From an optimization exercise on the open Yosys and OpenROAD flow, aimed at small area; shortcuts taken in it are not production practice. Only simulation tests tie the RTL to the original design; equivalence was not proved. Power and IR drop assume default switching activity.

[flow/config.mk]
export PLATFORM = sky130hd
export DESIGN_NAME = qseq
export DESIGN_NICKNAME = qseq
export VERILOG_FILES = /design/flow/design.v
export SDC_FILE = /design/flow/constraint.sdc
export NUM_CORES = 4
export LEC_CHECK = 0
export CAP_MARGIN = 20
export CORE_MARGIN = 2
export CORE_UTILIZATION = 50
export CTS_BUF_LIST = sky130_fd_sc_hd__clkbuf_8
export PLACE_DENSITY = 0.7
export SLEW_MARGIN = 20
[flow/constraint.sdc]
create_clock -name core_clock -period 10.0 [get_ports {clk}]
set_input_delay 2.0000 -clock core_clock [delete_from_list [all_inputs] [get_ports {clk}]]
set_output_delay 2.0000 -clock core_clock [all_outputs]
set_load 0.01 [all_outputs]
[flow/design.v]
module qseq (
    input  wire        clk,
    input  wire        rst,
    input  wire        cmd_valid,
    input  wire [7:0]  cmd_op,
    input  wire [31:0] cmd_addr,
    input  wire [31:0] cmd_len,
    input  wire [31:0] cmd_arg,
    output wire        rdy,
    output wire        done,
    output reg  [7:0]  res_code,
    output wire [2:0]  res_cause,
    output reg  [63:0] res_value,
    output reg  [3:0]  bri_op,
    output wire        bri_clear_all,
    output reg  [7:0]  txn_opcode,
    output wire [23:0] txn_addr,
    output wire [2:0]  txn_addr_lines,
    output wire [5:0]  txn_addr_bits,
    output wire [2:0]  txn_data_lines,
    output wire [4:0]  txn_dummy,
    output wire [1:0]  txn_dir,
    output wire [31:0] txn_len,
    output wire [7:0]  bri_wdata,
    input  wire [2:0]  bri_flags,
    input  wire [7:0]  bri_rdata,
    output wire        hbuf_we,
    output wire        hbuf_re,
    output wire [31:0] hbuf_addr,
    output wire [7:0]  hbuf_wdata,
    input  wire [7:0]  hbuf_rdata
);
    localparam [3:0] K_RS   = 4'b0000;
    localparam [3:0] K_WNB  = 4'b0001;
    localparam [3:0] K_SC   = 4'b0010;
    localparam [3:0] K_VER  = 4'b0011;
    localparam [3:0] K_RD   = 4'b0100;
    localparam [3:0] K_DEIN = 4'b0101;
    localparam [3:0] K_WE   = 4'b0110;
    localparam [3:0] K_WR   = 4'b0111;
    localparam [3:0] K_RM   = 4'b1000;
    localparam [3:0] K_INIT = 4'b1001;
    localparam [3:0] K_CE   = 4'b1011;
    localparam [3:0] K_ER4  = 4'b1100;
    localparam [3:0] K_ER32 = 4'b1101;
    localparam [3:0] K_ER64 = 4'b1110;
    localparam [1:0] P_X = 2'd0;    
    localparam [1:0] P_S = 2'd1;    
    localparam [1:0] P_T = 2'd2;    
    localparam [1:0] G_RS = 2'd0, G_SC = 2'd1, G_RD = 2'd2, G_WR = 2'd3;
    localparam [1:0] T_CFG = 2'd0, T_TRIG = 2'd1, T_XFER = 2'd2, T_CLR = 2'd3;
    localparam [4:0] S_RS_CFG  = {1'b0, G_RS, T_CFG};
    localparam [4:0] S_RS_TRIG = {1'b0, G_RS, T_TRIG};
    localparam [4:0] S_RS_RD   = {1'b0, G_RS, T_XFER};
    localparam [4:0] S_RS_CLR  = {1'b0, G_RS, T_CLR};
    localparam [4:0] S_SC_CFG  = {1'b0, G_SC, T_CFG};
    localparam [4:0] S_SC_TRIG = {1'b0, G_SC, T_TRIG};
    localparam [4:0] S_SC_CLR  = {1'b0, G_SC, T_CLR};
    localparam [4:0] S_RD_CFG  = {1'b0, G_RD, T_CFG};
    localparam [4:0] S_RD_TRIG = {1'b0, G_RD, T_TRIG};
    localparam [4:0] S_RD_BYTE = {1'b0, G_RD, T_XFER};
    localparam [4:0] S_RD_CLR  = {1'b0, G_RD, T_CLR};
    localparam [4:0] S_WR_CFG  = {1'b0, G_WR, T_CFG};
    localparam [4:0] S_WR_TRIG = {1'b0, G_WR, T_TRIG};
    localparam [4:0] S_WR_BYTE = {1'b0, G_WR, T_XFER};
    localparam [4:0] S_WR_CLR  = {1'b0, G_WR, T_CLR};
    localparam [4:0] S_IDLE    = 5'b10000;    
    localparam [4:0] S_IDLED   = 5'b11000;    
    localparam [4:0] S_DISP    = 5'b10001;
    localparam [4:0] S_DONE    = 5'b10010;
    localparam [4:0] S_CHK     = 5'b10011;
    localparam [4:0] S_WE_B    = 5'b10100;
    localparam [4:0] S_B       = 5'b10101;    
    localparam [4:0] S_C       = 5'b10110;    
    localparam [4:0] S_NEXT    = 5'b10111;    
    localparam [4:0] S_ER_D    = 5'b11001;
    localparam [4:0] S_FAIL    = 5'b11100;
    localparam [4:0] S_ER_E    = 5'b11101;
    localparam [4:0] S_INIT_I  = 5'b11111;
    localparam [4:0] S_INIT_E  = 5'b11010;
    localparam [4:0] S_DEINIT  = 5'b11011;
    localparam [10:0] TB_1000   = 11'h7f6;
    localparam [16:0] TD_100000 = 17'h1f15b;
    localparam [16:0] TD_1000   = 17'h15089;
    localparam [16:0] TD_80000  = 17'h0df90;
    reg [4:0]  st, st_n;
    reg [1:0]  ph, ph_n;
    reg        inited, inited_n;
    reg [3:0]  k, k_n;
    reg        abi, abi_n;
    reg [2:0]  stage, stage_n;
    reg [2:0]  cause, cause_n;
    reg        chk, chk_n;
    reg [10:0] tb, tb_n;
    reg [16:0] td, td_n;
    reg [23:0] a, a_n;
    reg [31:0] r, r_n;
    reg [31:0] p, p_n;
    reg        stop, stop_n;
    function [31:0] inc32(input [31:0] x, input ci);
        integer i;
        reg c;
        begin
            c = ci;
            for (i = 0; i < 32; i = i + 1) begin
                inc32[i] = x[i] ^ c;
                c = c & x[i];
            end
        end
    endfunction
    function [31:0] dec32(input [31:0] x, input bi);
        integer i;
        reg b;
        begin
            b = bi;
            for (i = 0; i < 32; i = i + 1) begin
                dec32[i] = x[i] ^ b;
                b = b & !x[i];
            end
        end
    endfunction
    function [23:0] inc24(input [23:0] x, input ci);
        integer i;
        reg c;
        begin
            c = ci;
            for (i = 0; i < 24; i = i + 1) begin
                inc24[i] = x[i] ^ c;
                c = c & x[i];
            end
        end
    endfunction
    function cout32(input [31:0] x, input [31:0] y);
        integer i;
        reg c;
        begin
            c = 1'b0;
            for (i = 0; i < 32; i = i + 1)
                c = (x[i] & y[i]) | (c & (x[i] | y[i]));
            cout32 = c;
        end
    endfunction
    function cout8(input [7:0] x, input [7:0] y);
        integer i;
        reg c;
        begin
            c = 1'b0;
            for (i = 0; i < 8; i = i + 1)
                c = (x[i] & y[i]) | (c & (x[i] | y[i]));
            cout8 = c;
        end
    endfunction
    function gt16(input [15:0] x, input [15:0] y);
        integer i;
        reg g;
        begin
            g = 1'b0;
            for (i = 0; i < 16; i = i + 1)
                g = (x[i] & !y[i]) | (!(x[i] ^ y[i]) & g);
            gt16 = g;
        end
    endfunction
    function [8:0] pgrem(input [7:0] x);
        integer i;
        reg z;
        begin
            z = 1'b1;
            for (i = 0; i < 8; i = i + 1) begin
                pgrem[i] = x[i] ^ !z;
                z = z & !x[i];
            end
            pgrem[8] = z;
        end
    endfunction
    wire        r_is0 = (r == 32'd0);
    wire        r_is1 = (r == 32'd1);
    wire k_er   = k[3] && k[2];
    wire k_rmi  = k[3:1] == 3'b100;
    wire k_rsw  = k[3:1] == 3'b000;    
    wire we_ctx = (k == K_WE) || (stage == 3'd1 && k != K_WNB);
    wire use_p  = !we_ctx && !abi && !(k == K_WR || k_rmi);    
    wire p_hi1  = &p[31:1];
    wire        in_x  = (ph == P_X);
    wire        p_en  = in_x && (st == S_RD_BYTE || st == S_WR_BYTE || (st == S_CHK && !chk && use_p));
    wire        r_en  = in_x && (st == S_RD_BYTE || st == S_WR_BYTE);
    wire        a_en  = in_x && (st == S_WR_BYTE || (st == S_NEXT && k != K_WR));
    wire [31:0] p_cnt = inc32(p, p_en);
    wire [31:0] r_cnt = dec32(r, r_en);
    wire [23:0] a_cnt = inc24(a, a_en);
    wire [1:0] g = st[3:2];
    wire [1:0] s = st[1:0];
    wire       xact = !st[4] && ph == P_X;
    assign rdy           = st[4] && (st[2:0] == 3'd0);
    assign done          = rdy && st[3];
    assign res_cause     = cause;
    assign bri_wdata     = hbuf_rdata;
    assign hbuf_wdata    = bri_rdata;
    assign hbuf_addr     = p;
    assign hbuf_we       = xact && st[3:0] == {G_RD, T_XFER};
    assign hbuf_re       = xact && st[3:0] == {G_WR, T_XFER};
    assign bri_clear_all = st[4];
    always @* begin
        bri_op = 4'd0;
        if (ph == P_S) begin
            bri_op = 4'd3;
        end else if (ph == P_X) begin
            if (!st[4]) begin
                case (s)
                    T_CFG:  bri_op = 4'd1;
                    T_TRIG: bri_op = 4'd2;
                    T_XFER: bri_op = (g == G_WR) ? 4'd6 : 4'd5;
                    default: bri_op = 4'd4;
                endcase
            end else begin
                case (st)
                    S_FAIL, S_ER_E: bri_op = 4'd4;
                    S_INIT_I:       bri_op = 4'd7;
                    S_INIT_E:       bri_op = 4'd8;
                    S_DEINIT:       bri_op = 4'd9;
                    default:        bri_op = 4'd0;
                endcase
            end
        end
    end
    wire       sc_addr  = (k == K_SC) ? !p[8] : (stage == 3'd2 && k_er);
    wire       addr_en  = g[1] || (g == G_SC && sc_addr);
    wire       blk      = abi && !g[1];
    wire [8:0] pg_rem   = pgrem(a[7:0]);
    wire       r_small  = (r[31:8] == 24'd0) && !cout8(r[7:0], a[7:0]);    
    wire [8:0] wr_size  = r_small ? {1'b0, r[7:0]} : pg_rem;
    always @* begin
        case (g)
            G_RS: txn_opcode = 8'h05;
            G_RD: txn_opcode = 8'hEB;
            G_WR: txn_opcode = 8'h32;
            default: begin
                if (k == K_SC)          txn_opcode = ~p[7:0];
                else if (k_rmi)         txn_opcode = (stage == 3'd1) ? 8'h66 : 8'h99;
                else if (stage == 3'd1) txn_opcode = 8'h06;
                else if (k == K_CE)     txn_opcode = 8'hC7;
                else if (k == K_ER4)    txn_opcode = 8'h20;
                else if (k == K_ER32)   txn_opcode = 8'h52;
                else                    txn_opcode = 8'hD8;
            end
        endcase
    end
    assign txn_addr[23:12]  = !addr_en ? 12'd0 : blk ? a[11:0] : a[23:12];
    assign txn_addr[11:0]   = (addr_en && !blk) ? a[11:0] : 12'd0;
    assign txn_addr_lines   = (g == G_RD) ? 3'd4 : addr_en ? 3'd1 : 3'd0;
    assign txn_addr_bits    = addr_en ? 6'd24 : 6'd0;
    assign txn_data_lines   = (g == G_RS) ? 3'd1 : g[1] ? 3'd4 : 3'd0;
    assign txn_dummy        = (g == G_RD) ? 5'd6 : 5'd0;
    assign txn_dir          = (g == G_RS || g == G_RD) ? 2'd1 : (g == G_WR) ? 2'd2 : 2'd0;
    assign txn_len[31:9]    = (g == G_RD) ? r[31:9] : 23'd0;
    assign txn_len[8:0]     = (g == G_RS) ? 9'd1 : (g == G_RD) ? r[8:0] : (g == G_WR) ? wr_size : 9'd0;
    always @* begin
        res_value = {56'd0, a[7:0]};
        case (cause)
            3'd0: res_code = 8'd0;
            3'd4: res_code = 8'hFE;
            3'd5: res_code = 8'hFF;
            default: begin
                if (abi)                              res_code = 8'd1;
                else if (k == K_WNB && cause == 3'd2) res_code = 8'd2;
                else if (k == K_WE  && cause == 3'd3) res_code = 8'd3;
                else                                  res_code = {5'd0, stage};
            end
        endcase
    end
    reg [3:0] in_k;
    reg       in_legal, in_ninit;
    always @* begin
        in_legal = 1'b1;
        in_ninit = 1'b1;
        case (cmd_op)
            8'h01: in_k = K_RS;
            8'h02: in_k = K_WNB;
            8'h03: in_k = K_SC;
            8'h04: in_k = K_WE;
            8'h05: in_k = K_RM;
            8'h06: in_k = K_RD;
            8'h07: in_k = K_WR;
            8'h08: case (cmd_arg[1:0])
                       2'd0: in_k = K_ER4;
                       2'd1: in_k = K_ER32;
                       2'd2: in_k = K_ER64;
                       default: in_k = K_CE;
                   endcase
            8'h09: in_k = K_CE;
            8'h0A: begin in_k = K_INIT; in_ninit = 1'b0; end
            8'h0B: begin in_k = K_DEIN; in_ninit = 1'b0; end
            8'h10: begin in_k = K_INIT; in_ninit = 1'b0; end
            8'h11: in_k = K_WR;
            8'h12: in_k = K_ER4;
            8'h13: begin in_k = K_VER; in_ninit = 1'b0; end
            default: begin in_k = K_VER; in_legal = 1'b0; end
        endcase
    end
    wire in_abi = (cmd_op == 8'h10) || (cmd_op == 8'h11) || (cmd_op == 8'h12);
    wire wf_ok = (st[4] || s == T_CFG) ? !bri_flags[0] :
                 (s == T_CLR)          ? bri_flags[1] :
                 g[0]                  ? bri_flags[2] : (bri_flags[1] | bri_flags[2]);
    always @* begin
        st_n     = st;
        ph_n     = P_X;
        inited_n = inited;
        k_n      = k;
        abi_n    = abi;
        stage_n  = stage;
        cause_n  = cause;
        chk_n    = chk;
        td_n     = td;
        a_n      = a_cnt;
        r_n      = r_cnt;
        p_n      = p_cnt;
        stop_n   = stop;
        if (ph == P_S) begin
            ph_n = wf_ok ? P_X : P_T;
        end else if (ph == P_T) begin
            if (&tb) begin
                cause_n = 3'd1;
                st_n    = S_FAIL;
            end else begin
                ph_n = P_S;
            end
        end else begin
            case (st)
                S_IDLE, S_IDLED: begin
                    if (cmd_valid) begin
                        k_n     = in_k;
                        abi_n   = in_abi;
                        st_n    = S_DISP;
                        cause_n = !in_legal ? 3'd5 : (in_ninit && !inited) ? 3'd4 : 3'd0;
                        if (in_k == K_INIT || in_k == K_DEIN) inited_n = 1'b0;
                        a_n     = (cmd_op == 8'h12) ? {8'd0, cmd_addr[27:12]} : cmd_addr[23:0];
                        r_n     = cmd_len;
                        p_n     = ~cmd_arg;
                        if (cmd_op == 8'h07) p_n[31:24] = cmd_addr[31:24];
                        if (cmd_op == 8'h11) p_n[31:24] = {4'd0, cmd_addr[27:24]};
                    end
                end
                S_DISP: begin
                    stage_n = 3'd1;
                    if (k == K_RD || k == K_WR) p_n = 32'd0;
                    stop_n  = cout32({p[31:24], a}, r) && !(&{p[31:24], a[23:8]});
                    if (cause != 3'd0) begin
                        a_n[7:0] = 8'd0;
                        st_n   = S_IDLED;
                    end else begin
                        ph_n = P_S;
                        case (k)
                            K_RS:  st_n = S_RS_CFG;
                            K_WNB: begin
                                if (p_hi1 && p[0]) begin
                                    ph_n    = P_X;
                                    cause_n = 3'd2;
                                    st_n    = S_FAIL;
                                end else st_n = S_RS_CFG;
                            end
                            K_RD: begin
                                if (r_is0) begin ph_n = P_X; st_n = S_DONE; end
                                else st_n = S_RD_CFG;
                            end
                            K_WR: begin
                                if (r_is0) begin ph_n = P_X; st_n = S_DONE; end
                                else st_n = S_SC_CFG;
                            end
                            K_ER4: begin
                                if (abi && gt16(a[15:0], ~p[27:12])) begin ph_n = P_X; st_n = S_DONE; end
                                else st_n = S_SC_CFG;
                            end
                            K_INIT: begin ph_n = P_X; st_n = S_INIT_I; end
                            K_DEIN: begin ph_n = P_X; st_n = S_DEINIT; end
                            K_VER:  begin ph_n = P_X; st_n = S_DONE; end
                            default: st_n = S_SC_CFG;    
                        endcase
                    end
                end
                S_DONE: begin
                    if (k == K_INIT) inited_n = 1'b1;
                    if (!k_rsw) a_n[7:0] = {7'd0, abi};
                    st_n = S_IDLED;
                end
                S_FAIL: begin
                    a_n[7:0] = 8'd0;
                    st_n = S_IDLED;
                end
                S_RS_CFG:  st_n = S_RS_TRIG;
                S_RS_TRIG: begin
                    ph_n = P_S;
                    st_n = S_RS_CLR;
                end
                S_RS_CLR:  st_n = S_RS_RD;
                S_RS_RD: begin
                    chk_n = we_ctx ? bri_rdata[1] : !bri_rdata[0];
                    if (k_rsw) a_n[7:0] = bri_rdata;
                    st_n  = (k == K_RS) ? S_DONE : S_CHK;
                end
                S_SC_CFG:  st_n = S_SC_TRIG;
                S_SC_TRIG: begin
                    ph_n = P_S;
                    st_n = S_SC_CLR;
                end
                S_SC_CLR: begin
                    if (k == K_SC)          st_n = S_DONE;
                    else if (stage == 3'd1) st_n = k_rmi ? S_B : S_WE_B;
                    else                    st_n = S_C;
                end
                S_WE_B: begin
                    td_n = TD_100000;
                    if (k == K_WE) stage_n = 3'd2;
                    ph_n = P_S;
                    st_n = S_RS_CFG;
                end
                S_CHK: begin
                    if (chk) begin
                        if (we_ctx)          st_n = (k == K_WE) ? S_DONE : S_B;
                        else if (k == K_WR)  st_n = S_NEXT;
                        else if (k_er)       st_n = S_ER_D;
                        else                 st_n = S_DONE;
                    end else begin
                        if (!use_p) td_n = {td[15:0], td[16] ^ td[13]};
                        if (use_p ? (p_hi1 && !p[0]) : (&td)) begin
                            cause_n = we_ctx ? 3'd3 : 3'd2;
                            st_n    = S_FAIL;
                        end else begin
                            ph_n = P_S;
                            st_n = S_RS_CFG;
                        end
                    end
                end
                S_B: begin
                    stage_n = 3'd2;
                    ph_n    = P_S;
                    st_n    = (k == K_WR) ? S_WR_CFG : S_SC_CFG;
                end
                S_C: begin
                    stage_n = 3'd3;
                    if (k_rmi)       td_n = TD_1000;
                    else if (k == K_CE) p_n = ~32'd25000000;
                    else if (abi)    td_n = TD_80000;
                    else             p_n  = (k == K_ER4) ? ~32'd80000 : ~32'd300000;
                    ph_n    = P_S;
                    st_n    = S_RS_CFG;
                end
                S_NEXT: begin
                    if (k == K_WR ? (!r_is0 && !stop) : (a[15:0] != ~p[27:12])) begin
                        stage_n = 3'd1;
                        ph_n    = P_S;
                        st_n    = S_SC_CFG;
                    end else begin
                        st_n = S_DONE;
                    end
                end
                S_ER_D: begin
                    stage_n = 3'd4;
                    ph_n    = P_S;
                    st_n    = S_ER_E;
                end
                S_ER_E: st_n = abi ? S_NEXT : S_DONE;
                S_INIT_I: st_n = S_INIT_E;
                S_INIT_E: begin
                    stage_n = 3'd1;
                    ph_n    = P_S;
                    st_n    = S_SC_CFG;
                end
                S_DEINIT: begin
                    inited_n = 1'b0;
                    st_n     = S_DONE;
                end
                S_RD_CFG:  st_n = S_RD_TRIG;
                S_RD_TRIG: begin
                    stage_n = 3'd2;
                    ph_n    = P_S;
                    st_n    = S_RD_BYTE;
                end
                S_RD_BYTE: begin
                    ph_n = P_S;
                    if (r_is1) begin
                        stage_n = 3'd3;
                        st_n    = S_RD_CLR;
                    end
                end
                S_RD_CLR: st_n = S_DONE;
                S_WR_CFG:  st_n = S_WR_TRIG;
                S_WR_TRIG: begin
                    stage_n = 3'd3;
                    ph_n    = P_S;
                    st_n    = S_WR_BYTE;
                end
                S_WR_BYTE: begin
                    ph_n = P_S;
                    if (r_is1 || a[7:0] == 8'hFF) begin
                        stage_n = 3'd4;
                        st_n    = S_WR_CLR;
                    end
                end
                S_WR_CLR: begin
                    stage_n = 3'd5;
                    td_n    = TD_1000;
                    ph_n    = P_S;
                    st_n    = S_RS_CFG;
                end
                default: st_n = S_IDLE;
            endcase
        end
        tb_n = (ph == P_X) ? TB_1000 : {tb[9:0], tb[10] ^ tb[8]};
    end
    always @(posedge clk) begin
        if (rst) begin
            st     <= S_IDLE;
            ph     <= P_X;
            inited <= 1'b0;
        end else begin
            st     <= st_n;
            ph     <= ph_n;
            inited <= inited_n;
        end
    end
    always @(posedge clk) begin
        k     <= k_n;
        abi   <= abi_n;
        stage <= stage_n;
        cause <= cause_n;
        chk   <= chk_n;
        tb    <= tb_n;
        td    <= td_n;
        a     <= a_n;
        r     <= r_n;
        p     <= p_n;
        stop  <= stop_n;
    end
endmodule
[flow/flow/run.sh]
#!/bin/bash
# The standard layout (standard.sh), with two changes:
# - synthesis maps the logic with ABC's default script (flow/abc.script) and
#   leaves adders to ABC instead of extracting half/full-adder cells; the
#   registers are those of the standard synthesis;
# - each port is buffered by the smallest plain buffer (buf_1).
set -euo pipefail
here=$(pwd)
export BUFFER_PORTS_ARGS="-buffer_cell sky130_fd_sc_hd__buf_1"
export MY_ABC_SCRIPT="$here/flow/abc.script"
{
  cat <<'TCL'
# ABC with this flow's script in place of the one the platform picks
proc abc {args} {
  set out {}
  set skip 0
  foreach a $args {
    if {$skip} { set skip 0; lappend out $::env(MY_ABC_SCRIPT); continue }
    if {$a eq "-script"} { set skip 1 }
    lappend out $a
  }
  yosys abc {*}$out
}
# no half/full-adder extraction: ABC maps the adders
proc extract_fa {args} { }
TCL
  cat synth_recipe.tcl
} > my_synth.tcl
sed "s|SYNTH_SCRIPT=[^ ]*|SYNTH_SCRIPT=$here/my_synth.tcl|" standard.sh > my_standard.sh
grep -q "SYNTH_SCRIPT=$here/my_synth.tcl" my_standard.sh
bash my_standard.sh > standard.log 2>&1
[flow/flow/abc.script]
strash
&get -n
&fraig -x
&put
scorr
dc2
dretime
strash
&get -n
&dch -f
&nf
&put
[flow/standard.sh]
#!/bin/bash
# synth_recipe.tcl (not shown) runs the flow's synth.tcl, then flattens the netlist and writes it again
# the make line also repeats each setting of config.mk as NAME=value (left out here)
make -C /OpenROAD-flow-scripts/flow DESIGN_CONFIG=/design/flow/config.mk WORK_HOME=/design/flow/orfs CLKGATE_MAP_FILE= SYNTH_SCRIPT=/design/flow/synth_recipe.tcl "${@:-finish}"
==> impl_metrics.csv, run 1 <==
group,metric,value,unit
detailed_routing,drtIter0Drc,1111,
clocking,holdBufCountCts,0,
finish,drive_above_1_share,2.72,%
global_routing,grt_max_degree,48,
worst_setup_path,rrSetupSlack,4.89,ns
clocking,cts_tree,"built",
clocking,cts_sinks,137,
power,power.switching,0.00180,W
detailed_routing,wirelength,37.9,mm
yosys,ys.flop_type,"dfxtp_1",
worst_setup_path,worstSetupEndpoint,"txn_addr[11]",
yosys,synth-seq-area-share,31.4,%
power,power_frac_seq,35.7,%
placed_design,dpl.hpwl,28.3,mm
yosys,yosys_warnings,1,
floorplan,num_rows,50,
finish,layout_common_cells,"259 x buf_1, 207 x nor2_1, 139 x nand2_1",
clocking,ctsResizeCount,0,
finish,area.sequential,0.00304,mm²
power,p_per_area,317,mW/mm²
worst_setup_path,r2r_end,"p[30]",
worst_setup_path,reg2reg_depth,18,
worst_setup_path,cp_max_fo,14,
yosys,synth_area_per_cell,7.36,µm²
yosys,ys_seq_elements,137,
power,switching_share,51.5,%
power,clkPwrFrac,14.2,%
clocking,cts_max_path_buffers,2,
global_routing,grt_pass1_wl,56.6,mm
placed_design,gp_congestion,1.03,
global_routing,grt_pass1_vias,10200,
worst_setup_path,critPathKind,"reg -> out",
worst_setup_path,timing.rr.start,"k[3]",
finish,final_nets,1696,
detailed_routing,viasPerCell,6.19,
finish,syn_to_final_growth,13.4,%
finish,diodes,0,
finish,fillers,1903,
finish,multiInputGateArea,0.00609,mm²
global_routing,overflow,0,
sta,clock_skew,0.0217,ns
worst_setup_path,cp.arrival,3.70,ns
detailed_routing,drc_errors,0,
worst_setup_path,start_kind,"flip-flop",
sta,finalHoldViolCount,0,
clocking,postCtsSetupBuffers,0,
worst_hold_path,min_path_type,"reg -> reg",
clocking,clk_pin_slew,0.08,ns
placed_design,port_buffers,259,
detailed_routing,ant_nets,0,
power,peakVddDrop,0.223,mV
sta,relSlewSlack,25.0,%
clocking,ctsHtreeMaxLevel,4,
floorplan,start_util,51.4,%
power,p_leak,3.99,nW
sta,grt_setup_unrepaired,"false",
detailed_routing,first_pass_iters,6,
yosys,netlist-cell-type-count,60,
global_routing,antenna_found_initial,0,
floorplan,die_x,143,µm
worst_setup_path,cp.required,8.00,ns
sta,timing.final.crit_share,57.0,%
sta,fin_ws,4.30,ns
finish,final_common_cell,"buf_1",
power,intPower,0.00169,W
clocking,cts_root_buf,"clkbuf_8",
floorplan,die-height,143,µm
sta,period_needed,5.70,ns
detailed_routing,detail_route.wl_per_cell,20.6,µm
run_status,run_status,"no timing/DRC/antenna violations",
worst_setup_path,crit_start,"k[3]",
clocking,cts_made_buffers,17,
detailed_routing,routed-via-count,11400,
clocking,clock_latency,0.47,ns
sta,finalMaxSlewViolations,0,
yosys,synth_edf_count,30,
sta,tightest_slew,1.12,ns
yosys,netlist_area,0.00968,mm²
worst_setup_path,endpoint_kind,"primary output",
floorplan,die_area,0.0205,mm²
floorplan,core,0.0188,mm²
placed_design,post-place-ws,4.87,ns
yosys,ys_async_sr_fraction,0,%
sta,fin_tns_setup,0,ns
run,cap_violations,0,
floorplan,pin_count,341,
yosys,syn_inst,1315,
sta,fmax,0.176,GHz
power,combPwrFrac,50.1,%
sta,finalSetupViolations,0,
sta,fin_hold_ws,0.445,ns
global_routing,grt_usage,36.0,%
[power groups by stage]
stage	Clock (W)	Sequential, W	Combinational (W)
floorplan	0	0.00111	0.00119
global placement	0	0.00122	0.00169
detailed placement	0	0.00123	0.00170
CTS	0.000495	0.00122	0.00171
global route	0.000516	0.00127	0.00191
finish	0.000493	0.00124	0.00175
[worst max-delay path, stage by stage (launching register included)]
cell	delay, ns
edfxtp_1	0.51
or2_0	0.38
nor2_1	0.42
a211o_1	0.23
nor2b_1	0.81
nor2_1	0.45
and2_0	0.29
buf_1	0.13
[metal layers]
metal	routed length [µm]	GRT usage [%]	vias up	part of all wire, %
met1	15500	49.5	5266	41
met2	16600	55.1	808	44
met5	0	0	-	0
met4	1440	16.6	0	3.8
li1	-	-	5235	-
met3	4320	6.04	108	11
[sequential cells by signal (all words and copies together), names as in the netlist]
register  count
td           17
stop          1
stage         3
st            5
k             4
abi           1
chk           1
tb           11
r            32
a            24
ph            2
p            32
inited        1
cause         3
[Yosys cell counts, types with 12 or more instances]
master,n,area (µm²)
nand4_1,25,156
nor4_1,20,125
o211ai_1,12,90.1
nand2b_1,25,156
a31oi_1,21,131
xor2_1,23,201
and2_0,50,313
o31ai_1,17,128
nand2_1,140,526
nor2_1,207,777
dfxtp_1,107,2140
edfxtp_1,30,901
or3_1,16,100
and3_1,21,131
o22ai_1,23,144
clkinv_1,15,56.3
a22oi_1,12,90.1
nand3_1,33,165
a21oi_1,99,495
nor3_1,46,230
o21ai_0,117,586
a21o_1,16,120
xnor2_1,19,166
buf_4,97,728
[final cells by class]
type | count | area share (%)
Clock buffer | 17 | 2.13
Clock inverter | 15 | 1.58
Inverter | 15 | 0.513
Multi-Input combinational cell | 1129 | 55.5
Sequential cell | 137 | 27.7
Tap cell | 260 | 2.96
Timing Repair Buffer | 270 | 9.60
[how the worst min path moves through the flow]
stage / start / end / slack [ns] / cells past startpoint
final: tb[0] / tb[1] / 0.44 / 1
after global routing: tb[6] / tb[7] / 0.47 / 1
after CTS: tb[6] / tb[7] / 0.44 / 1
after detailed placement: tb[4] / tb[5] / 0.43 / 1
after global placement: tb[3] / tb[4] / 0.41 / 1
after floorplan: tb[7] / tb[8] / 0.41 / 1
[kinds of logic (layout without fill, tap and decap cells)]
family	Yosys count	after routing	synth area share, %
other	1	65	0.0387
AND/OR/NAND/NOR	623	623	30.7
buffers and inverters	113	317	8.14
flip-flops	137	137	31.4
AO/OA/AOI/OAI	399	399	25.9
XOR/XNOR	42	42	3.80
[through the flow]
stage	utilization, %	cells	power (W)	instance area [µm²]
5_1_grt	58.3	1843	0.00369	11000
4_1_cts	58.3	1843	0.00343	11000
2_1_floorplan	-	1379	0.00230	9920
6_report	58.3	1843	0.00348	11000
3_3_place_gp	56.2	1811	0.00291	10600
3_5_place_dp	56.2	1811	0.00294	10600
==> run 2: changes to the inputs <==
--- a/flow/design.v
+++ b/flow/design.v
@@ -308,7 +308,7 @@
         abi_n    = abi;
         stage_n  = stage;
         cause_n  = cause;
-        chk_n    = chk;
+        chk_n    = we_ctx ? bri_rdata[1] : !bri_rdata[0];
         td_n     = td;
         a_n      = a_cnt;
         r_n      = r_cnt;
@@ -392,7 +392,6 @@
                 end
                 S_RS_CLR:  st_n = S_RS_RD;
                 S_RS_RD: begin
-                    chk_n = we_ctx ? bri_rdata[1] : !bri_rdata[0];
                     if (k_rsw) a_n[7:0] = bri_rdata;
                     st_n  = (k == K_RS) ? S_DONE : S_CHK;
                 end
--- a/flow/flow/run.sh
+++ b/flow/flow/run.sh
@@ -1,12 +1,14 @@
 #!/bin/bash
-# The standard layout (standard.sh), with two changes:
+# The standard layout (standard.sh), with these changes:
 # - synthesis maps the logic with ABC's default script (flow/abc.script) and
 #   leaves adders to ABC instead of extracting half/full-adder cells; the
 #   registers are those of the standard synthesis;
-# - each port is buffered by the smallest plain buffer (buf_1).
+# - each port is buffered by the smallest plain buffer (buf_1);
+# - clock tree synthesis uses clkbuf_8 and adds no dummy loads.
 set -euo pipefail
 here=$(pwd)
 export BUFFER_PORTS_ARGS="-buffer_cell sky130_fd_sc_hd__buf_1"
+export CTS_ARGS="-sink_clustering_enable -repair_clock_nets -buf_list sky130_fd_sc_hd__clkbuf_8 -dont_use_dummy_load"
 export MY_ABC_SCRIPT="$here/flow/abc.script"
 {
   cat <<'TCL'
==> run 2 against run 1 <==
- area after synthesis decreased by 0.56%
- fmax is 4.7% higher
- non-clock buffer count up 1
- utilization fell by 1.1 points
- combinational power shrank 3%
- register-to-register slack worse by 0.33 ns
- largest cell class unchanged
- highest routed layer unchanged
==> impl_metrics.csv, run 2 <==
group,metric,value,unit
detailed_routing,routed-via-count,11300,
detailed_routing,detail_route.wl_per_cell,21.0,µm
clocking,clock_latency,0.47,ns
worst_setup_path,crit_chain,"nand2_1 -> nor3_1 -> nand2_1 -> nor2_1 -> nor2_1 -> nand2_1 -> or4b_1 -> nor2_1 -> clkinv_1 -> or3_1 -> nor3_1 -> and3_1 -> and3_1 -> xnor2_1 -> a21oi_1 -> o21ai_0 -> o21ai_0",
sta,clock_skew,0.0256,ns
sta,timing.final.crit_share,54.4,%
clocking,cts_made_buffers,17,
worst_setup_path,cp_slowest_cell,"dfxtp_1",
floorplan,die_area,0.0204,mm²
power,p_per_area,306,mW/mm²
detailed_routing,first_pass_iters,6,
sta,fin_ws,4.56,ns
global_routing,grt_pass1_wl,57.2,mm
worst_hold_path,min_path_type,"reg -> reg",
yosys,ys_async_sr_fraction,0,%
clocking,cts_sinks,137,
power,p_leak,3.89,nW
global_routing,grt_max_degree,61,
yosys,ys.flop_type,"dfxtp_1",
worst_setup_path,critPathKind,"reg -> reg",
sta,relSlewSlack,31.4,%
finish,final_nets,1701,
clocking,clk_pin_slew,0.09,ns
global_routing,grt_pass1_vias,10100,
finish,diodes,0,
yosys,ys_seq_elements,137,
placed_design,gp_congestion,0.995,
sta,finalHoldViolCount,0,
yosys,synth-seq-area-share,31.5,%
finish,layout_common_cells,"259 x buf_1, 192 x nor2_1, 168 x nand2_1",
yosys,synth.top_cell.area_share,22.5,%
finish,layout.cells.non_filler,1833,
yosys,netlist_area,0.00963,mm²
detailed_routing,drc_errors,0,
worst_setup_path,cp_max_fo,17,
clocking,ctsResizeCount,0,
detailed_routing,viasPerCell,6.18,
run_status,run_status,"no timing/DRC/antenna violations",
clocking,ctsHtreeMaxLevel,4,
floorplan,die-height,143,µm
worst_setup_path,path_delay_family,"simple AND/OR/NAND/NOR gates",
sta,fin_tns_setup,0,ns
worst_setup_path,start_kind,"flip-flop",
worst_setup_path,worst-path-buf-inv,1,
power,peakVddDrop,0.201,mV
yosys,yosysMostFrequentCell,"nor2_1",
placed_design,post-place-ws,4.78,ns
floorplan,die_x,143,µm
sta,period_needed,5.44,ns
placed_design,port_buffers,259,
yosys,yosys-top-cells-area,"dfxtp_1 22%, edfxtp_1 9.0%, buf_4 7.6%",
floorplan,start_util,51.1,%
global_routing,overflow,0,
clocking,cts_tree,"built",
worst_setup_path,cp.required,10.34,ns
floorplan,num_rows,50,
sta,fmax,0.184,GHz
run,cap_violations,0,
yosys,netlist-cell-type-count,60,
detailed_routing,wirelength,38.4,mm
detailed_routing,drtIter0Drc,1090,
clocking,holdBufCountCts,0,
yosys,yosys_warnings,1,
yosys,ys_top_cells_by_count,"192 x nor2_1, 169 x nand2_1, 123 x o21ai_0",
sta,finalMaxSlewViolations,0,
sta,grt_setup_unrepaired,"false",
floorplan,core,0.0188,mm²
global_routing,antenna_found_initial,0,
yosys,synth_top_area_cell,"dfxtp_1",
clocking,cts_max_path_buffers,2,
yosys,synth_edf_count,29,
finish,drive_above_1_share,2.03,%
sta,fin_hold_ws,0.441,ns
yosys,syn_inst,1319,
placed_design,dp_cells,1816,
clocking,cts_root_buf,"clkbuf_8",
sta,finalSetupViolations,0,
finish,final_common_cell,"buf_1",
finish,reg.largest.list,"p (32), r (32), a (24)",
worst_setup_path,slowest_delay,0.77,ns
detailed_routing,ant_nets,0,
yosys,synth_area_per_cell,7.30,µm²
worst_setup_path,endpoint_kind,"flip-flop",
placed_design,dpl.hpwl,29.1,mm
worst_setup_path,cp.arrival,5.78,ns
finish,fillers,1913,
floorplan,pin_count,341,
power,fin_total_pwr,0.00330,W
sta,tightest_slew,1.03,ns
finish,syn_to_final_growth,11.9,%
clocking,postCtsSetupBuffers,0,
global_routing,grt_usage,36.7,%
## run 2: cell types whose count changed in the layout (fill, tap and decap cells not counted), moves of 5 or more
cell	change
a21oi_1	-6
and4_1	-6
nand2_1	+29
nor2_1	-15
o211ai_1	-6
o21ai_0	+7
o221ai_1	+6
o31ai_1	-5
## run 2: final cells by class
class	count	area, µm²	share of cell area (%)
clock buffer	17	234	2.17
timing repair buffer	271	1060	9.86
tap	260	325	3.02
inverter	19	71.3	0.662
sequential	137	3030	28.2
multi-input combinational	1129	6040	56.1
## run 2: layer usage
layer | global-route usage, % | wire, µm | vias to the layer above
met1 | 48.6 | 16000 | 5304
met3 | 6.10 | 3580 | 104
met5 | 0 | 0 | -
met2 | 58.9 | 17200 | 706
li1 | - | - | 5217
met4 | 16.6 | 1670 | 0
## run 2: logic make-up after synthesis
logic type,share of synthesized area [%]
buf+inv,8.34
mux,0.312
xor+xnor,4.09
simple gates,30.5
compound gates,25.2
flops,31.5
other cells,0.0389
## run 2: final timing paths
| path | depth (start not counted) | from | endpoint | slack (ns) |
|---|---|---|---|---|
| max reg2reg | 17 | st[3] | p[30] | 4.56 |
| min reg2reg | 1 | tb[7] | tb[8] | 0.44 |
| max | 17 | st[3] | p[30] | 4.56 |
| min | 1 | tb[7] | tb[8] | 0.44 |
## run 2: worst register-to-register path: cells and delay by family, from the launching register on
family | cells | cell delay [ns]
AO/OA/AOI/OAI | 3 | 0.35
XOR/XNOR | 1 | 0.16
buffers and inverters | 1 | 0.21
flip-flops | 1 | 0.77
AND/OR/NAND/NOR | 12 | 3.82
## run 2: metrics by stage
stage	cell area (µm²)	utilization, %
3_5_place_dp	10500	55.9
6_report	10800	57.2
4_1_cts	10800	57.2
5_1_grt	10800	57.2
3_3_place_gp	10500	55.9
2_1_floorplan	9870	-
## run 2: power by group
group | switching (W) | total (W) | leakage [nW] | internal [W]
clock | 0.000202 | 0.000351 | 0.122 | 0.000150
sequential | 0.000457 | 0.00126 | 1.13 | 0.000803
combinational | 0.00107 | 0.00169 | 2.63 | 0.000615
total | 0.00173 | 0.00330 | 3.89 | 0.00157
==> run 3: changes to the inputs <==
--- a/flow/design.v
+++ b/flow/design.v
@@ -296,6 +296,7 @@
             default: begin in_k = K_VER; in_legal = 1'b0; end
         endcase
     end
+    wire [31:0] in_wa = (cmd_op == 8'h11) ? {4'd0, cmd_addr[27:0]} : cmd_addr;
     wire in_abi = (cmd_op == 8'h10) || (cmd_op == 8'h11) || (cmd_op == 8'h12);
     wire wf_ok = (st[4] || s == T_CFG) ? !bri_flags[0] :
                  (s == T_CLR)          ? bri_flags[1] :
@@ -335,14 +336,12 @@
                         a_n     = (cmd_op == 8'h12) ? {8'd0, cmd_addr[27:12]} : cmd_addr[23:0];
                         r_n     = cmd_len;
                         p_n     = ~cmd_arg;
-                        if (cmd_op == 8'h07) p_n[31:24] = cmd_addr[31:24];
-                        if (cmd_op == 8'h11) p_n[31:24] = {4'd0, cmd_addr[27:24]};
+                        stop_n  = cout32(in_wa, cmd_len) && !(&in_wa[31:8]);
                     end
                 end
                 S_DISP: begin
                     stage_n = 3'd1;
                     if (k == K_RD || k == K_WR) p_n = 32'd0;
-                    stop_n  = cout32({p[31:24], a}, r) && !(&{p[31:24], a[23:8]});
                     if (cause != 3'd0) begin
                         a_n[7:0] = 8'd0;
                         st_n   = S_IDLED;
==> run 3 against run 2 <==
- sequential power fell by 6%
- critical path type is now reg -> out
- clock-buffer cell count is the same
- routed wire length shrank 3.2%
- final cell count is 4.5% lower
- sequential share of layout area rose by 0.47 points
- global-route usage is 0.88 points lower
- worst setup slack lost 0.30 ns
- area after synthesis shrank 1.4%
- utilization down 0.38 points
- total power shrank 8.4%
==> impl_metrics.csv, run 3 <==
group,metric,value,unit
sta,fin_tns_setup,0,ns
power,p_per_area,286,mW/mm²
detailed_routing,wl_met3,3.68,mm
clocking,cts_max_path_buffers,2,
worst_setup_path,start_kind,"flip-flop",
sta,clock_skew,0.0405,ns
global_routing,grt_max_degree,83,
floorplan,start_util,50.9,%
sta,finalSetupViolations,0,
clocking,holdBufCountCts,0,
yosys,synth-seq-area-share,31.9,%
worst_setup_path,cp.required,8.00,ns
yosys,synth_top_area_cell,"dfxtp_1",
worst_setup_path,critPathKind,"reg -> out",
yosys,ys_seq_elements,137,
finish,utilization,56.8,%
placed_design,dpl.hpwl,28.2,mm
detailed_routing,wirelength,37.2,mm
finish,drive_above_1_share,1.91,%
yosys,synth_edf_count,29,
yosys,netlist-cell-type-count,58,
clocking,cts_made_buffers,17,
detailed_routing,drtIter0Drc,1149,
clocking,ctsHtreeMaxLevel,4,
worst_setup_path,cp.arrival,3.74,ns
yosys,netlist_area,0.00950,mm²
sta,timing.final.crit_share,57.4,%
global_routing,grt_pass1_wl,56.0,mm
sta,finalMaxSlewViolations,0,
placed_design,placed_area,0.0104,mm²
clocking,ctsResizeCount,0,
yosys,ys.flop_type,"dfxtp_1",
detailed_routing,routed-via-count,11100,
run,cap_violations,0,
yosys,synth_area_per_cell,7.52,µm²
finish,layout_common_cells,"259 x buf_1, 180 x nor2_1, 126 x nand2_1",
run_status,run_status,"no timing/DRC/antenna violations",
sta,period_needed,5.74,ns
global_routing,grt_usage,35.8,%
detailed_routing,detail_route.wl_per_cell,21.3,µm
sta,tightest_slew,1.06,ns
yosys,ys_async_sr_fraction,0,%
global_routing,overflow,0,
placed_design,gp_congestion,0.986,
sta,fmax,0.174,GHz
power,peakVddDrop,0.122,mV
yosys,yosys-top-cells-area,"dfxtp_1 23%, edfxtp_1 9.2%, buf_4 7.7%",
power,p_leak,3.84,nW
sta,grt_setup_unrepaired,"false",
global_routing,antenna_found_initial,1,
worst_setup_path,endpoint_kind,"primary output",
floorplan,die_area,0.0201,mm²
detailed_routing,met1_length,15.2,mm
finish,syn_to_final_growth,11.5,%
detailed_routing,routed.top_layer,"met4",
floorplan,core,0.0186,mm²
yosys,syn_inst,1263,
yosys,yosysMostFrequentCell,"nor2_1",
detailed_routing,drc_errors,0,
detailed_routing,wl_met2,17.0,mm
clocking,postCtsSetupBuffers,0,
floorplan,die-height,142,µm
clocking,cts_sinks,137,
worst_setup_path,cp_max_fo,32,
finish,diodes,0,
placed_design,port_buffers,259,
sta,relSlewSlack,29.1,%
detailed_routing,viasPerCell,6.32,
sta,finalHoldViolCount,0,
detailed_routing,ant_nets,0,
global_routing,grt_pass1_vias,9938,
sta,fin_hold_ws,0.435,ns
finish,reg.largest.list,"p (32), r (32), a (24)",
floorplan,die_x,142,µm
yosys,synth.top_cell.area_share,22.8,%
clocking,cts_tree,"built",
detailed_routing,first_pass_iters,6,
finish,fin_area,0.0106,mm²
worst_setup_path,rrSetupSlack,4.74,ns
clocking,cts_root_buf,"clkbuf_8",
worst_hold_path,min_path_type,"reg -> reg",
clocking,clk_pin_slew,0.09,ns
finish,final_nets,1644,
floorplan,pin_count,341,
clocking,clock_latency,0.48,ns
floorplan,num_rows,50,
yosys,ys_top_cells_by_count,"180 x nor2_1, 126 x nand2_1, 108 x dfxtp_1",
yosys,yosys_warnings,1,
finish,final_common_cell,"buf_1",
==> run 3: cell types whose count changed after synthesis, moves of 10 or more <==
cell	delta
o21ai_0	-24
a21oi_1	-19
nor2_1	-12
and4_1	+15
and3_1	+22
and2_0	-21
o211ai_1	+14
nand2_1	-43
nand3_1	+10
==> run 3: layout make-up <==
| type | count | area (µm²) |
|---|---|---|
| Inverter | 17 | 63.8 |
| Clock buffer | 17 | 234 |
| Sequential cell | 137 | 3030 |
| Tap cell | 234 | 293 |
| Timing Repair Buffer | 270 | 1050 |
| Multi-Input combinational cell | 1075 | 5910 |
| Fill cell | 1913 | 8050 |
==> run 3: kinds of logic (layout without fill, tap and decap cells) <==
kind of cell | Yosys count | count (layout) | synth area share (%)
DFF | 137 | 137 | 31.9
xor gates and xnor gates | 33 | 33 | 3.04
and+or+nand+nor | 600 | 600 | 30.9
buffers and inverters | 115 | 304 | 8.38
other | 1 | 65 | 0.0395
AOI/OAI and AO/OA | 377 | 377 | 25.7
==> run 3: power breakdown <==
group	total [W]	internal [W]	switching, W	leakage (nW)
combinational	0.00150	0.000533	0.000967	2.58
clock	0.000347	0.000149	0.000198	0.122
sequential	0.00118	0.000801	0.000377	1.13
total	0.00302	0.00148	0.00154	3.84
==> run 3: final timing paths <==
path | end | from | cells after the start
worst max register to register | a[23] | st[2] | 17
worst min-delay path | tb[1] | tb[0] | 1
worst min register to register | tb[1] | tb[0] | 1
worst max-delay path | txn_addr[5] | st[3] | 9
==> run 3: stage by stage <==
step	total power, W	setup WS, ns	instances
after floorplan	0.00209	4.63	1327
after global placement	0.00264	4.89	1733
after detailed placement	0.00264	4.85	1733
after CTS	0.00299	4.36	1750
after global routing	0.00322	4.04	1750
final	0.00302	4.26	1750
==> run 3: layer usage <==
layer  up-vias  global-route usage [%]
li1       5102                       -
met1      5141                    47.8
met2       715                    57.6
met3       100                    6.51
met4         0                    14.1
met5         -                       0
==> run 3: worst max-delay path, stage by stage (launching register included) <==
cell,delay [ns]
dfxtp_1,0.39
buf_4,0.38
clkinv_1,0.47
nand2_1,0.40
a21oi_1,0.06
o21ai_0,0.19
and2_0,0.69
nor2_1,0.30
and2_0,0.25
buf_1,0.13
==> run 4: changes to the inputs <==
--- a/flow/design.v
+++ b/flow/design.v
@@ -93,10 +93,10 @@
     reg        chk, chk_n;
     reg [10:0] tb, tb_n;
     reg [16:0] td, td_n;
-    reg [23:0] a, a_n;
-    reg [31:0] r, r_n;
-    reg [31:0] p, p_n;
-    reg        stop, stop_n;
+    reg [23:0] a, a_n;        
+    reg [31:0] r, r_n;        
+    reg [31:0] p, p_n;        
+    reg        stop, stop_n;  
     function [31:0] inc32(input [31:0] x, input ci);
         integer i;
         reg c;
==> run 4 against run 3 <==
- flip-flop and latch count did not move
- non-clock buffer count is the same
- clock power about the same
- sequential power about the same
- global-route usage unchanged
- register-to-register slack is essentially flat
- still clean
- total power did not move
- clock skew unchanged
- fmax did not move
- worst setup slack did not move
==> impl_metrics.csv, run 4 <==
group,metric,value,unit
run_status,run_status,"no timing/DRC/antenna violations",
worst_hold_path,min_path_type,"reg -> reg",
power,p_per_area,286,mW/mm²
global_routing,grt_max_degree,83,
yosys,ys.flop_type,"dfxtp_1",
clocking,ctsResizeCount,0,
yosys,yosys_warnings,1,
placed_design,dpl.hpwl,28.2,mm
sta,tightest_slew,1.06,ns
clocking,cts_sinks,137,
placed_design,placed_area,0.0104,mm²
finish,final_nets,1644,
yosys,synth-seq-area-share,31.9,%
placed_design,gp_congestion,0.986,
detailed_routing,first_pass_iters,6,
yosys,synth_edf_count,29,
sta,fmax,0.174,GHz
clocking,cts_root_buf,"clkbuf_8",
global_routing,grt_pass1_wl,56.0,mm
worst_setup_path,critPathKind,"reg -> out",
clocking,postCtsSetupBuffers,0,
global_routing,antenna_found_initial,1,
sta,finalSetupViolations,0,
yosys,ys_top_cells_by_count,"180 x nor2_1, 126 x nand2_1, 108 x dfxtp_1",
finish,area.sequential,0.00303,mm²
floorplan,die_area,0.0201,mm²
finish,diodes,0,
yosys,syn_inst,1263,
global_routing,overflow,0,
clocking,ctsHtreeMaxLevel,4,
clocking,clock_latency,0.48,ns
finish,syn_to_final_growth,11.5,%
worst_setup_path,start_kind,"flip-flop",
power,p_leak,3.84,nW
yosys,synth_top_area_cell,"dfxtp_1",
floorplan,die-height,142,µm
global_routing,grt_pass1_vias,9938,
sta,timing.final.crit_share,57.4,%
clocking,cts_tree,"built",
yosys,ys_async_sr_fraction,0,%
clocking,holdBufCountCts,0,
finish,fin_area,0.0106,mm²
detailed_routing,wl_met3,3.68,mm
finish,fillers,1913,
yosys,yosys-top-cells-area,"dfxtp_1 23%, edfxtp_1 9.2%, buf_4 7.7%",
floorplan,num_rows,50,
detailed_routing,drc_errors,0,
detailed_routing,met1_length,15.2,mm
worst_setup_path,cp.arrival,3.74,ns
detailed_routing,routed-via-count,11100,
detailed_routing,wl_met2,17.0,mm
worst_setup_path,cp_max_fo,32,
yosys,synth.top_cell.area_share,22.8,%
detailed_routing,routed.top_layer,"met4",
detailed_routing,drtIter0Drc,1149,
sta,grt_setup_unrepaired,"false",
detailed_routing,wirelength,37.2,mm
floorplan,die_x,142,µm
run,cap_violations,0,
finish,drive_above_1_share,1.91,%
yosys,netlist-cell-type-count,58,
floorplan,start_util,50.9,%
sta,clock_skew,0.0405,ns
floorplan,pin_count,341,
detailed_routing,detail_route.wl_per_cell,21.3,µm
clocking,cts_made_buffers,17,
sta,finalHoldViolCount,0,
global_routing,grt_usage,35.8,%
sta,relSlewSlack,29.1,%
clocking,cts_max_path_buffers,2,
finish,final_common_cell,"buf_1",
clocking,clk_pin_slew,0.09,ns
finish,utilization,56.8,%
sta,finalMaxSlewViolations,0,
sta,fin_tns_setup,0,ns
placed_design,port_buffers,259,
finish,multiInputGateArea,0.00591,mm²
finish,layout_common_cells,"259 x buf_1, 180 x nor2_1, 126 x nand2_1",
detailed_routing,ant_nets,0,
yosys,synth_area_per_cell,7.52,µm²
worst_setup_path,cp.required,8.00,ns
floorplan,core,0.0186,mm²
worst_setup_path,endpoint_kind,"primary output",
finish,reg.largest.list,"p (32), r (32), a (24)",
sta,period_needed,5.74,ns
yosys,netlist_area,0.00950,mm²
yosys,yosysMostFrequentCell,"nor2_1",
detailed_routing,viasPerCell,6.32,
power,peakVddDrop,0.122,mV
yosys,ys_seq_elements,137,
run 4: final cells by class:
class | count | share of cell area [%]
multi-input combinational | 1075 | 55.8
sequential | 137 | 28.6
timing repair buffer | 270 | 9.96
tap | 234 | 2.76
clock buffer | 17 | 2.21
inverter | 17 | 0.602
run 4: layer usage:
| metal | vias to the layer above | track usage (%) |
|---|---|---|
| li1 | 5102 | - |
| met1 | 5141 | 47.8 |
| met3 | 100 | 6.51 |
| met2 | 715 | 57.6 |
| met4 | 0 | 14.1 |
| met5 | - | 0 |
run 4: power by group:
| group | leakage [nW] | switching, W | internal [W] |
|---|---|---|---|
| clock | 0.122 | 0.000198 | 0.000149 |
| sequential | 1.13 | 0.000377 | 0.000801 |
| combinational | 2.58 | 0.000967 | 0.000533 |
run 4: critical path, stage by stage (launching register included):
cell and delay [ns]:
dfxtp_1 0.39, buf_4 0.38, clkinv_1 0.47, nand2_1 0.40, a21oi_1 0.06, o21ai_0 0.19, and2_0 0.69, nor2_1 0.30
and2_0 0.25, buf_1 0.13
run 4: path summary, 6_finish.rpt:
path	from	slack, ns	cells after the start	to
max	st[3]	4.26	9	txn_addr[5]
min	tb[0]	0.43	1	tb[1]
max reg2reg	st[2]	4.74	17	a[23]
min reg2reg	tb[0]	0.43	1	tb[1]
run 4: logic make-up after synthesis:
family | count (synthesis) | synth area share, %
simple gates | 600 | 30.9
compound gates | 377 | 25.7
flops | 137 | 31.9
buf+inv | 115 | 8.38
xor+xnor | 33 | 3.04
other cells | 1 | 0.0395
run 4: metrics by stage:
| step | cells | setup WS (ns) | power (W) | hold WS, ns |
|---|---|---|---|---|
| floorplan | 1327 | 4.63 | 0.00209 | 0.410 |
| global placement | 1733 | 4.89 | 0.00264 | 0.416 |
| detailed placement | 1733 | 4.85 | 0.00264 | 0.427 |
| CTS | 1750 | 4.36 | 0.00299 | 0.429 |
| global route | 1750 | 4.04 | 0.00322 | 0.439 |
| finish | 1750 | 4.26 | 0.00302 | 0.435 |
==> run 5: changes to the inputs <==
--- a/flow/flow/run.sh
+++ b/flow/flow/run.sh
@@ -5,11 +5,14 @@
 #   registers are those of the standard synthesis;
 # - each port is buffered by the smallest plain buffer (buf_1);
 # - clock tree synthesis uses clkbuf_8 and adds no dummy loads.
+# - after global routing, cells on paths with timing slack are downsized
+#   (repair_timing -recover_power), which only makes them smaller.
 set -euo pipefail
 here=$(pwd)
 export BUFFER_PORTS_ARGS="-buffer_cell sky130_fd_sc_hd__buf_1"
 export CTS_ARGS="-sink_clustering_enable -repair_clock_nets -buf_list sky130_fd_sc_hd__clkbuf_8 -dont_use_dummy_load"
 export MY_ABC_SCRIPT="$here/flow/abc.script"
+export RECOVER_POWER=100
 {
   cat <<'TCL'
 # ABC with this flow's script in place of the one the platform picks
==> run 5 against run 4 <==
- now fails the layout checks on max-capacitance violations, max-slew violations
- utilization down 0.15 points
- highest routed layer unchanged
- largest cell class unchanged
- worst hold slack better by 0.0037 ns
- largest power group unchanged
- non-clock buffer count unchanged
- flip-flop and latch count is the same
==> impl_metrics.csv, run 5 <==
group,metric,value,unit
finish,final_nets,1644,
finish,layout_common_cells,"258 x buf_1, 180 x nor2_1, 126 x nand2_1",
clocking,cts_made_buffers,17,
placed_design,post-place-ws,4.85,ns
yosys,yosys_warnings,1,
detailed_routing,detail_route.wl_per_cell,21.3,µm
clocking,postCtsSetupBuffers,0,
yosys,synth_area_per_cell,7.52,µm²
floorplan,pin_count,341,
floorplan,core,0.0186,mm²
detailed_routing,first_pass_iters,6,
floorplan,start_util,50.9,%
sta,period_needed,7.06,ns
worst_setup_path,rrSetupSlack,4.00,ns
worst_setup_path,cp.arrival,5.06,ns
clocking,clk_pin_slew,0.09,ns
sta,timing.final.crit_share,70.6,%
finish,utilization,56.7,%
global_routing,overflow,0,
sta,tightest_slew,1.60,ns
power,p_per_area,286,mW/mm²
power,peakVddDrop,0.122,mV
sta,finalHoldViolCount,0,
yosys,synth-seq-area-share,31.9,%
placed_design,dpl.hpwl,28.2,mm
worst_setup_path,reg2reg_depth,16,
global_routing,grt_pass1_wl,56.0,mm
yosys,netlist_area,0.00950,mm²
global_routing,grt_usage,35.8,%
worst_setup_path,crit_start,"st[3]",
sta,finalMaxSlewViolations,33,
global_routing,antenna_found_initial,1,
yosys,synth.top_cell.area_share,22.8,%
worst_setup_path,timing.rr.start,"st[3]",
yosys,synth_top_area_cell,"dfxtp_1",
floorplan,die_x,142,µm
yosys,ys_top_cells_by_count,"180 x nor2_1, 126 x nand2_1, 108 x dfxtp_1",
clocking,clock_latency,0.47,ns
detailed_routing,drtIter0Drc,1109,
clocking,cts_tree,"built",
yosys,synth_edf_count,29,
finish,diodes,0,
sta,fin_hold_ws,0.438,ns
worst_setup_path,r2r_end,"r[31]",
yosys,netlist-cell-type-count,58,
detailed_routing,ant_nets,0,
finish,drive_above_1_share,1.45,%
floorplan,die_area,0.0201,mm²
detailed_routing,viasPerCell,6.30,
run,cap_violations,1,
yosys,yosysMostFrequentCell,"nor2_1",
worst_setup_path,cpMostUsedCell,"and2_0",
sta,clock_skew,0.0370,ns
worst_setup_path,crit_chain,"clkbuf_1 -> clkinv_1 -> nand2_1 -> a21oi_1 -> o21ai_0 -> and2_0 -> nor2_1 -> and2_0 -> buf_1",
sta,grt_setup_unrepaired,"false",
run_status,run_status,"complete, but fails checks",
finish,final_common_cell,"buf_1",
worst_setup_path,slowest_delay,1.17,ns
clocking,holdBufCountCts,0,
run_status,check-failures,"max-capacitance violations, max-slew violations",
worst_setup_path,cp.required,8.00,ns
yosys,ys_async_sr_fraction,0,%
finish,reg.largest.list,"p (32), r (32), a (24)",
detailed_routing,drc_errors,0,
floorplan,die-height,142,µm
finish,syn_to_final_growth,11.2,%
sta,finalSetupViolations,0,
yosys,yosys-top-cells-area,"dfxtp_1 23%, edfxtp_1 9.2%, buf_4 7.7%",
clocking,cts_max_path_buffers,2,
worst_setup_path,cp_max_fo,32,
clocking,ctsHtreeMaxLevel,4,
sta,fin_ws,2.94,ns
detailed_routing,routed-via-count,11000,
sta,relSlewSlack,-6.45,%
worst_hold_path,min_path_type,"reg -> reg",
worst_setup_path,cp_slowest_cell,"clkbuf_1",
placed_design,port_buffers,259,
yosys,ys.flop_type,"dfxtp_1",
power,fin_total_pwr,0.00302,W
clocking,cts_root_buf,"clkbuf_8",
worst_setup_path,start_kind,"flip-flop",
sta,fin_tns_setup,0,ns
yosys,syn_inst,1263,
worst_setup_path,endpoint_kind,"primary output",
sta,fmax,0.142,GHz
global_routing,grt_pass1_vias,9938,
power,p_leak,3.81,nW
placed_design,gp_congestion,0.986,
clocking,cts_sinks,137,
global_routing,grt_max_degree,83,
clocking,ctsResizeCount,0,
yosys,ys_seq_elements,137,
floorplan,num_rows,50,
worst_setup_path,worstSetupEndpoint,"txn_addr[5]",
detailed_routing,wirelength,37.3,mm
worst_setup_path,critPathKind,"reg -> out",
## run 5: kinds of logic after synthesis
| logic type | share of synthesized area (%) |
|---|---|
| AO/OA/AOI/OAI | 25.7 |
| XOR/XNOR | 3.04 |
| buffers and inverters | 8.38 |
| flip-flops | 31.9 |
| other | 0.0395 |
| AND/OR/NAND/NOR | 30.9 |
## run 5: where the power goes
group / internal [W] / switching, W / total, W
clock network: 0.000150 / 0.000197 / 0.000347
registers: 0.000802 / 0.000378 / 0.00118
logic: 0.000526 / 0.000966 / 0.00149
total: 0.00148 / 0.00154 / 0.00302
## run 5: final cells by class
class	count	area, µm²
Sequential cell	137	3030
Tap cell	234	293
Timing Repair Buffer	270	1030
Inverter	17	63.8
Multi-Input combinational cell	1075	5910
Clock buffer	17	234
Fill cell	1919	8080
## run 5: metal layers
layer / share of wire [%] / vias up / track usage (%)
met5: 0 / - / 0
met1: 41 / 5137 / 47.8
met3: 10 / 90 / 6.51
li1: - / 5100 / -
met4: 3.3 / 0 / 14.1
met2: 46 / 695 / 57.6
## run 5: critical path, delay by kind of cell, from the launching register on
kind,cells,cell delay [ns]
DFF,1,0.39
and+or+nand+nor,4,1.75
AOI/OAI and AO/OA,2,0.25
buffers and inverters,3,2.19
## run 5: metrics by stage
step           instance area, µm²  instances
6_report                    10600       1750
3_5_place_dp                10400       1733
5_1_grt                     10600       1750
3_3_place_gp                10400       1733
2_1_floorplan                9740       1327
4_1_cts                     10600       1750
## run 5: worst min-delay path by stage
stage	startpoint	end	slack, ns	cells past startpoint
detailed placement	tb[0]	tb[1]	0.43	1
finish	tb[0]	tb[1]	0.44	1
floorplan	tb[1]	tb[2]	0.41	1
CTS	tb[0]	tb[1]	0.43	1
global placement	tb[7]	tb[8]	0.42	1
global route	tb[0]	tb[1]	0.44	1

## separate check: timing with driven ports
The flow's constraints put no driver on any port. The routed layouts listed below were extracted and timed again, unchanged, in two steps.
Step 1 assumes that a clkbuf_16 drives the clock port and a buf_2 every other input.
Step 2 adds t to the input delays and takes it off the output delays; t is the mean of the earliest and latest rising clock arrival at the registers after step 1. Input paths then give back, and output paths get back, about the clock's delay inside the block.
Three values: no drivers, after step 1, after step 2; two values: the first two.
| run | t (ns) | setup WS [ns] | clock arrival spread, ns |
|---|---|---|---|
| run 1 | 0.509 | 4.303 / 4.258 / 4.767 | 0.022 / 0.022 |
| run 2 | 0.499 | 4.559 / 4.527 / 4.559 | 0.027 / 0.028 |
| run 3 | 0.505 | 4.261 / 4.218 / 4.723 | 0.042 / 0.042 |
| run 4 | 0.505 | 4.261 / 4.218 / 4.723 | 0.042 / 0.042 |
| run 5 | 0.496 | 2.943 / 2.901 / 3.398 | 0.038 / 0.039 |
